Context: an optimization exercise on an open-source flow, tuned for small area, a short achievable clock period and few clock cycles per item. The choices shown serve that exercise and are no tape-out recipe.
The RTL was checked by simulation tests, not by an equivalence proof against the original design.
Power is estimated from default activity; no workload was simulated. The flow treats the clock pin as an ideal source, which a real chip does not have.

run 5:
==> flow/design.v <==
module modbus_rx (
    input  wire       clk,
    input  wire       rst,         
    input  wire       in_valid,
    output wire       in_ready,
    input  wire [7:0] in_data,
    output wire       out_valid,
    input  wire       out_ready,
    output wire [7:0] out_data,
    output wire       out_last
);
    localparam integer L  = 261;       
    localparam integer DA = L - 1;     
    localparam integer TA = DA - 1;    
    localparam integer J  = 8;         
    localparam integer Q  = 12;        
    localparam [1:0] T_OK  = 2'd0;
    localparam [1:0] T_FC  = 2'd1;
    localparam [1:0] T_CRC = 2'd2;
    localparam [8:0] LM1 = L - 1;
    localparam [8:0] LM2 = L - 2;
    reg  [8*L-1:0] ring;
    wire     [7:0] ring_in;
    always @(posedge clk)
        ring <= {ring[8*(L-1)-1:0], ring_in};
    localparam [2:0] P_F0 = 3'd0, P_F1 = 3'd1, P_BC = 3'd2, P_DT = 3'd3,
                     P_CL = 3'd4, P_CH = 3'd5;
    reg        in_rdy;
    reg  [8:0] lw;                 
    reg        lw0;                
    reg        lwl;                
    reg  [2:0] ext;                
    reg  [2:0] pst;                
    reg  [7:0] dc;                 
    reg [15:0] crc;
    reg  [7:0] crc_lo;
    reg        lo_mm;              
    reg        fc_ok;
    reg  [8:0] le;                 
    reg        le0, le1;           
    reg        win;                
    assign in_ready = in_rdy;
    wire acc    = in_valid & in_rdy;
    wire ext_wr = (ext != 3'd0) && lw0 && !le1;
    wire [7:0] ext_byte = (ext == 3'd4) ? crc_lo :
                          (ext == 3'd3) ? crc[15:8] :
                          (ext == 3'd2) ? crc[7:0] : 8'h00;
    assign ring_in = acc ? in_data : ext_wr ? ext_byte : ring[8*L-1 -: 8];
    reg [15:0] crc_next;
    integer i;
    always @* begin
        crc_next = ((pst == P_F0) ? 16'hFFFF : crc) ^ {8'h00, in_data};
        for (i = 0; i < 8; i = i + 1)
            crc_next = crc_next[0] ? ((crc_next >> 1) ^ 16'hA001) : (crc_next >> 1);
    end
    wire last_in  = acc && (pst == P_CH);
    wire crc_bad  = lo_mm || (in_data != crc[15:8]);
    wire ext_set  = last_in && crc_bad;
    wire [1:0] push_type = crc_bad ? T_CRC : (fc_ok ? T_OK : T_FC);
    reg  [1:0] q_mem [0:Q-1];
    reg  [3:0] q_wp, q_rp;
    reg        q_ne;               
    reg        q_full;             
    wire [1:0] q_head = q_mem[q_rp];
    localparam [2:0] E_H0 = 3'd0, E_J0 = 3'd1, E_J1 = 3'd2, E_J2 = 3'd3,
                     E_J3 = 3'd4, E_BD = 3'd5;
    reg  [2:0] est;
    reg  [1:0] etype;
    reg  [8:0] er;                 
    reg        eodd;
    reg  [7:0] ad;                 
    reg        b_emit, b_last, b_end, b_crcz;
    reg  [7:0] ta;
    integer k;
    always @* begin
        ta = ring[8*TA +: 8];
        for (k = 1; k < J; k = k + 1)
            if (le[2:0] == k) ta = ring[8*((TA + k) % L) +: 8];
    end
    wire e_ok  = (etype == T_OK);
    wire e_crc = (etype == T_CRC);
    reg       e_emit, e_last;
    reg [7:0] e_byte;
    always @* begin
        e_emit = 1'b0; e_last = 1'b0; e_byte = 8'h00;
        case (est)
            E_H0: begin e_emit = 1'b1; e_byte = {7'd0, q_head != T_OK}; end
            E_J0: begin e_emit = 1'b1;
                        e_byte = e_ok ? ta : e_crc ? 8'h03 : 8'h04; end
            E_J1: begin e_emit = 1'b1;
                        e_byte = e_ok ? ta : e_crc ? 8'h04 : 8'h00;
                        e_last = !e_ok && !e_crc; end
            E_J2: begin e_emit = e_ok; end
            E_J3: begin e_emit = e_ok; e_byte = {1'b0, ad[7:1]};
                        e_last = (ad[7:1] == 7'd0); end
            default: begin
                e_emit = b_emit;
                e_byte = e_ok ? ad : ta;
                e_last = b_last;
            end
        endcase
    end
    function [3:0] bflags(input [8:0] x, input ok, input crc, input odd);
        begin
            bflags[3] = ok ? (x > {8'd0, odd}) : crc ? (x <= 9'd4) : 1'b0;      
            bflags[2] = ok ? (odd ? (x == 9'd2) : (x == 9'd1)) : (x == 9'd1);   
            bflags[1] = (x == 9'd1);                                              
            bflags[0] = crc && (x <= 9'd4);                                       
        end
    endfunction
    wire [8:0] bc_ext = {1'b0, ad} + (e_crc ? 9'd4 : 9'd0);
    wire [8:0] er_dec = er - 9'd1;
    wire [3:0] bf_j3  = bflags(bc_ext, e_ok, e_crc, ad[0]);
    wire [3:0] bf_bd  = bflags(er_dec, e_ok, e_crc, eodd);
    reg       v0, l0;
    reg [7:0] d0;
    assign out_valid = v0;
    assign out_data  = d0;
    assign out_last  = l0;
    wire blk   = b_crcz && (est == E_BD) && (ext != 3'd0) && !q_ne;
    wire e_can = win && !blk && ((est != E_H0) || q_ne);
    wire load  = !v0 || out_ready;
    wire adv   = e_can && (!e_emit || load);
    wire q_pop = adv && (est == E_H0);
    wire q_push = last_in;
    wire       wr      = acc || ext_wr;
    wire       lw_keep = lw0 && wr;
    wire       lw0_n   = lw_keep || lwl;
    wire       ext0_n  = !ext_set && ((ext == 3'd0) || (ext == 3'd1 && ext_wr));
    wire       le1_n   = adv ? le1 : le0;
    wire [8:0] le_inc  = lwrap(le);
    wire       pst_ch_n = acc ? (pst == P_CL) : (pst == P_CH);
    wire       q_room_n = !pst_ch_n || !q_full;
    wire [3:0] q_wp_inc = (q_wp == Q - 1) ? 4'd0 : q_wp + 4'd1;
    wire [3:0] q_rp_inc = (q_rp == Q - 1) ? 4'd0 : q_rp + 4'd1;
    function [8:0] lwrap(input [8:0] x);
        lwrap = (x == LM1) ? 9'd0 : x + 9'd1;
    endfunction
    always @(posedge clk) begin
        if (rst) begin
            in_rdy <= 1'b1;
            lw     <= 9'd0;
            lw0    <= 1'b1;
            lwl    <= 1'b0;
            ext    <= 3'd0;
            pst    <= P_F0;
            q_wp   <= 4'd0;
            q_rp   <= 4'd0;
            q_ne   <= 1'b0;
            q_full <= 1'b0;
            est    <= E_H0;
            le     <= 9'd2;
            le0    <= 1'b0;
            le1    <= 1'b0;
            win    <= 1'b1;
            v0     <= 1'b0;
        end else begin
            in_rdy <= lw0_n && ext0_n && !le1_n && q_room_n;
            lw  <= lw_keep ? 9'd0 : lwrap(lw);
            lw0 <= lw0_n;
            lwl <= !lw_keep && (lw == LM2);
            ext <= ext_set ? 3'd4 : ext_wr ? ext - 3'd1 : ext;
            if (q_push) q_wp <= q_wp_inc;
            if (q_pop)  q_rp <= q_rp_inc;
            case ({q_push, q_pop})
                2'b10: begin q_ne <= 1'b1; q_full <= (q_wp_inc == q_rp); end
                2'b01: begin q_ne <= (q_rp_inc != q_wp); q_full <= 1'b0; end
                default: ;
            endcase
            if (acc) begin
                case (pst)
                    P_F0: pst <= P_F1;
                    P_F1: pst <= P_BC;
                    P_BC: pst <= (in_data == 8'd0) ? P_CL : P_DT;
                    P_DT: if (dc == 8'd1) pst <= P_CL;
                    P_CL: pst <= P_CH;
                    default: pst <= P_F0;
                endcase
            end
            if (adv) begin
                case (est)
                    E_H0: est <= E_J0;
                    E_J0: est <= E_J1;
                    E_J1: est <= E_J2;
                    E_J2: est <= E_J3;
                    E_J3: est <= (bc_ext == 9'd0) ? E_H0 : E_BD;
                    default: if (b_end) est <= E_H0;
                endcase
            end else begin
                le  <= le_inc;
                le0 <= (le == LM1);
                le1 <= le0;
                win <= (le_inc < J);
            end
            if (load) v0 <= e_can && e_emit;
        end
        if (acc) begin
            if (pst != P_CL && pst != P_CH) crc <= crc_next;
            if (pst == P_F1) fc_ok <= (in_data == 8'h03) || (in_data == 8'h04);
            if (pst == P_BC) dc <= in_data;
            if (pst == P_DT) dc <= dc - 8'd1;
            if (pst == P_CL) begin
                crc_lo <= in_data;
                lo_mm  <= (in_data != crc[7:0]);
            end
        end
        if (q_push) q_mem[q_wp] <= push_type;
        if (adv) begin
            ad <= ta;
            if (est == E_H0) etype <= q_head;
            if (est == E_J3) begin
                er   <= bc_ext;
                eodd <= ad[0];
                {b_emit, b_last, b_end, b_crcz} <= bf_j3;
            end
            if (est == E_BD) begin
                er <= er_dec;
                {b_emit, b_last, b_end, b_crcz} <= bf_bd;
            end
        end
        if (load) begin
            d0 <= e_byte;
            l0 <= e_last;
        end
    end
endmodule
export LEC_CHECK = 0
export CAP_MARGIN = 20
export CORE_MARGIN = 2
export CORE_UTILIZATION = 40
export SLEW_MARGIN = 20
create_clock -name core_clock -period 10.0 [get_ports {clk}]
standard.sh (not shown) runs the stock make flow with config.mk's settings and CLKGATE_MAP_FILE= SYNTH_SCRIPT=/design/flow/synth_recipe.tcl, a recipe that flattens the netlist after the stock synthesis.
==> flow/flow/run.sh <==
#!/bin/bash
# Own layout flow: the standard ORFS flow (standard.sh), with
#  - clock tree synthesis with larger sink clusters and no dummy loads.
# The SDC, the clock period and every other setting are left as they are.
set -euo pipefail
export CTS_ARGS="-sink_clustering_enable -repair_clock_nets -sink_clustering_size 30 -sink_clustering_max_diameter 80 -dont_use_dummy_load"
bash standard.sh finish SETUP_SLACK_MARGIN=6.9 > standard.log 2>&1
Testbench counts of run 5, summed over its fixed seeds: cycles 26,816, frames 320.
Relative to run 5, the following input files were edited for run 4:
-- flow/design.v --
<<< run 5, line 34
    reg  [7:0] dc;                 
    reg [15:0] crc;
    reg  [7:0] crc_lo;
    reg        lo_mm;              
    reg        fc_ok;
>>> run 4, line 34
    reg  [7:0] dc;                 
    reg [15:0] crc;
    reg        lo_mm;              
    reg        fc_ok;
<<< run 5, line 43
    wire acc    = in_valid & in_rdy;
    wire ext_wr = (ext != 3'd0) && lw0 && !le1;
    wire [7:0] ext_byte = (ext == 3'd4) ? crc_lo :
                          (ext == 3'd3) ? crc[15:8] :
                          (ext == 3'd2) ? crc[7:0] : 8'h00;
    assign ring_in = acc ? in_data : ext_wr ? ext_byte : ring[8*L-1 -: 8];
    reg [15:0] crc_next;
>>> run 4, line 42
    wire acc    = in_valid & in_rdy;
    wire ext_wr = (ext != 3'd0) && lw0 && !le1;
    wire [7:0] ext_byte = ext[0] ? crc[7:0] : crc[15:8];    
    assign ring_in = acc ? in_data : ext_wr ? ext_byte : ring[8*L-1 -: 8];
    reg [15:0] crc_next;
<<< run 5, line 70
    reg        eodd;
    reg  [7:0] ad;                 
    reg        b_emit, b_last, b_end, b_crcz;
    reg  [7:0] ta;
    integer k;
>>> run 4, line 67
    reg        eodd;
    reg  [7:0] ad;                 
    reg        b_emit, b_last, b_end, b_crcz, b_rhi;
    reg  [7:0] ta;
    integer k;
<<< run 5, line 96
            default: begin
                e_emit = b_emit;
                e_byte = e_ok ? ad : ta;
                e_last = b_last;
            end
        endcase
    end
    function [3:0] bflags(input [8:0] x, input ok, input crc, input odd);
        begin
            bflags[3] = ok ? (x > {8'd0, odd}) : crc ? (x <= 9'd4) : 1'b0;      
            bflags[2] = ok ? (odd ? (x == 9'd2) : (x == 9'd1)) : (x == 9'd1);   
            bflags[1] = (x == 9'd1);                                              
            bflags[0] = crc && (x <= 9'd4);                                       
        end
    endfunction
    wire [8:0] bc_ext = {1'b0, ad} + (e_crc ? 9'd4 : 9'd0);
    wire [8:0] er_dec = er - 9'd1;
    wire [3:0] bf_j3  = bflags(bc_ext, e_ok, e_crc, ad[0]);
    wire [3:0] bf_bd  = bflags(er_dec, e_ok, e_crc, eodd);
    reg       v0, l0;
    reg [7:0] d0;
>>> run 4, line 93
            default: begin
                e_emit = b_emit;
                e_byte = b_rhi ? ta : ad;
                e_last = b_last;
            end
        endcase
    end
    function [4:0] bflags(input [8:0] x, input ok, input crc, input odd);
        begin
            bflags[4] = ok ? (x > {8'd0, odd}) : crc ? (x <= 9'd4) : 1'b0;      
            bflags[3] = ok ? (odd ? (x == 9'd2) : (x == 9'd1)) : (x == 9'd1);   
            bflags[2] = (x == 9'd1);                                              
            bflags[1] = crc && (x <= 9'd5);                                       
            bflags[0] = crc && (x == 9'd4);                                       
        end
    endfunction
    wire [8:0] bc_ext = {1'b0, ad} + (e_crc ? 9'd4 : 9'd0);
    wire [8:0] er_dec = er - 9'd1;
    wire [4:0] bf_j3  = bflags(bc_ext, e_ok, e_crc, ad[0]);
    wire [4:0] bf_bd  = bflags(er_dec, e_ok, e_crc, eodd);
    reg       v0, l0;
    reg [7:0] d0;
<<< run 5, line 123
    wire adv   = e_can && (!e_emit || load);
    wire q_pop = adv && (est == E_H0);
    wire q_push = last_in;
    wire       wr      = acc || ext_wr;
    wire       lw_keep = lw0 && wr;
>>> run 4, line 121
    wire adv   = e_can && (!e_emit || load);
    wire q_pop = adv && (est == E_H0);
    reg        q_push;             
    reg  [1:0] q_type;
    wire       wr      = acc || ext_wr;
    wire       lw_keep = lw0 && wr;
<<< run 5, line 149
            q_ne   <= 1'b0;
            q_full <= 1'b0;
            est    <= E_H0;
            le     <= 9'd2;
>>> run 4, line 148
            q_ne   <= 1'b0;
            q_full <= 1'b0;
            q_push <= 1'b0;
            est    <= E_H0;
            le     <= 9'd2;
<<< run 5, line 157
        end else begin
            in_rdy <= lw0_n && ext0_n && !le1_n && q_room_n;
            lw  <= lw_keep ? 9'd0 : lwrap(lw);
            lw0 <= lw0_n;
>>> run 4, line 157
        end else begin
            in_rdy <= lw0_n && ext0_n && !le1_n && q_room_n;
            q_push <= last_in;
            lw  <= lw_keep ? 9'd0 : lwrap(lw);
            lw0 <= lw0_n;
<<< run 5, line 200
            if (pst == P_BC) dc <= in_data;
            if (pst == P_DT) dc <= dc - 8'd1;
            if (pst == P_CL) begin
                crc_lo <= in_data;
                lo_mm  <= (in_data != crc[7:0]);
            end
        end
        if (q_push) q_mem[q_wp] <= push_type;
        if (adv) begin
            ad <= ta;
            if (est == E_H0) etype <= q_head;
            if (est == E_J3) begin
                er   <= bc_ext;
                eodd <= ad[0];
                {b_emit, b_last, b_end, b_crcz} <= bf_j3;
            end
            if (est == E_BD) begin
                er <= er_dec;
                {b_emit, b_last, b_end, b_crcz} <= bf_bd;
            end
        end
        if (load) begin
            d0 <= e_byte;
            l0 <= e_last;
>>> run 4, line 201
            if (pst == P_BC) dc <= in_data;
            if (pst == P_DT) dc <= dc - 8'd1;
            if (pst == P_CL) lo_mm <= (in_data != crc[7:0]);
        end
        q_type <= push_type;
        if (q_push) q_mem[q_wp] <= q_type;
        if (adv) begin
            if (!(est == E_BD && b_rhi)) ad <= ta;
            if (est == E_H0) etype <= q_head;
            if (est == E_J3) begin
                er   <= bc_ext;
                eodd <= ad[0];
                {b_emit, b_last, b_end, b_crcz, b_rhi} <= bf_j3;
            end
            if (est == E_BD) begin
                er <= er_dec;
                {b_emit, b_last, b_end, b_crcz, b_rhi} <= bf_bd;
            end
        end
        if (rst) begin
            d0 <= 8'h00;
            l0 <= 1'b0;
        end else if (load) begin
            d0 <= e_byte;
            l0 <= e_last;
[summary]
Run 4: all stages complete, timing, DRC and antenna checks passed
Run 4 against run 5: mux share of post-synthesis cell area was more or less identical; design area was more or less identical.
On minimum clock period after layout, run 5 loses to run 4.
The lower part of the total power dissipated in sequential elements came out of run 4.
Worst hold slack in run 4 is 0.039 ns above run 5.
The initial core utilization of run 4 and that of run 5 are within noise of each other.
Summary: with run 5 as the reference, post-synthesis cell count in run 4 moved up slightly.
Sort run 5 and run 4 by combinational group power, ascending, and run 5 comes first.
When the final numbers for run 5 and run 4 were put side by side, the non-clock buffer total of the final layout turned out to be greater in run 5.
Diff run 5 -> run 4 | total length of routed met2 wires | increase of 0.69%
In run 4 relative to run 5, timing-limited maximum frequency had gone up by a few percent.
For cell area reported after detailed placement, run 5 and run 4 come out practically identical.
Comparing run 5 and run 4, the lower biggest cell delay along the critical path is on run 4.
Total wire length after detailed routing is higher on run 4
Testbench counts of run 4, summed over its fixed seeds: cycles 26,816, frames 320.

## afterwards: timing with drivers on the ports
No port has a modelled driver above. Below, the same layouts with a new extraction and two added sets of constraints.
Step 1 sets driving cells, clkbuf_16 on the clock port and buf_2 on the other inputs (assumed; they add their load-dependent delay and slew).
Step 2 times the ports against the registers' clock, not the clock port: input delays grow and output delays shrink by t, the midpoint of the rising clock arrivals with the driver on.
Slacks: ideal ports / drivers / drivers and shift; pairs: ideal ports / drivers.
run	shift t [ns]	setup WS [ns]	worst setup path at the end	latest minus earliest clock arrival (ns)	worst data-port slew with drivers (ns)
run 5	0.694	6.728 / 6.665 / 6.288	input to register	0.091 / 0.091	0.06
run 4	0.697	6.840 / 6.777 / 6.186	input to register	0.103 / 0.102	0.20
After both steps setup and hold are still met in every run listed. For run 4, which loses most, drivers alone change the setup slack by -0.063 ns; drivers and shift together by -0.654 ns.
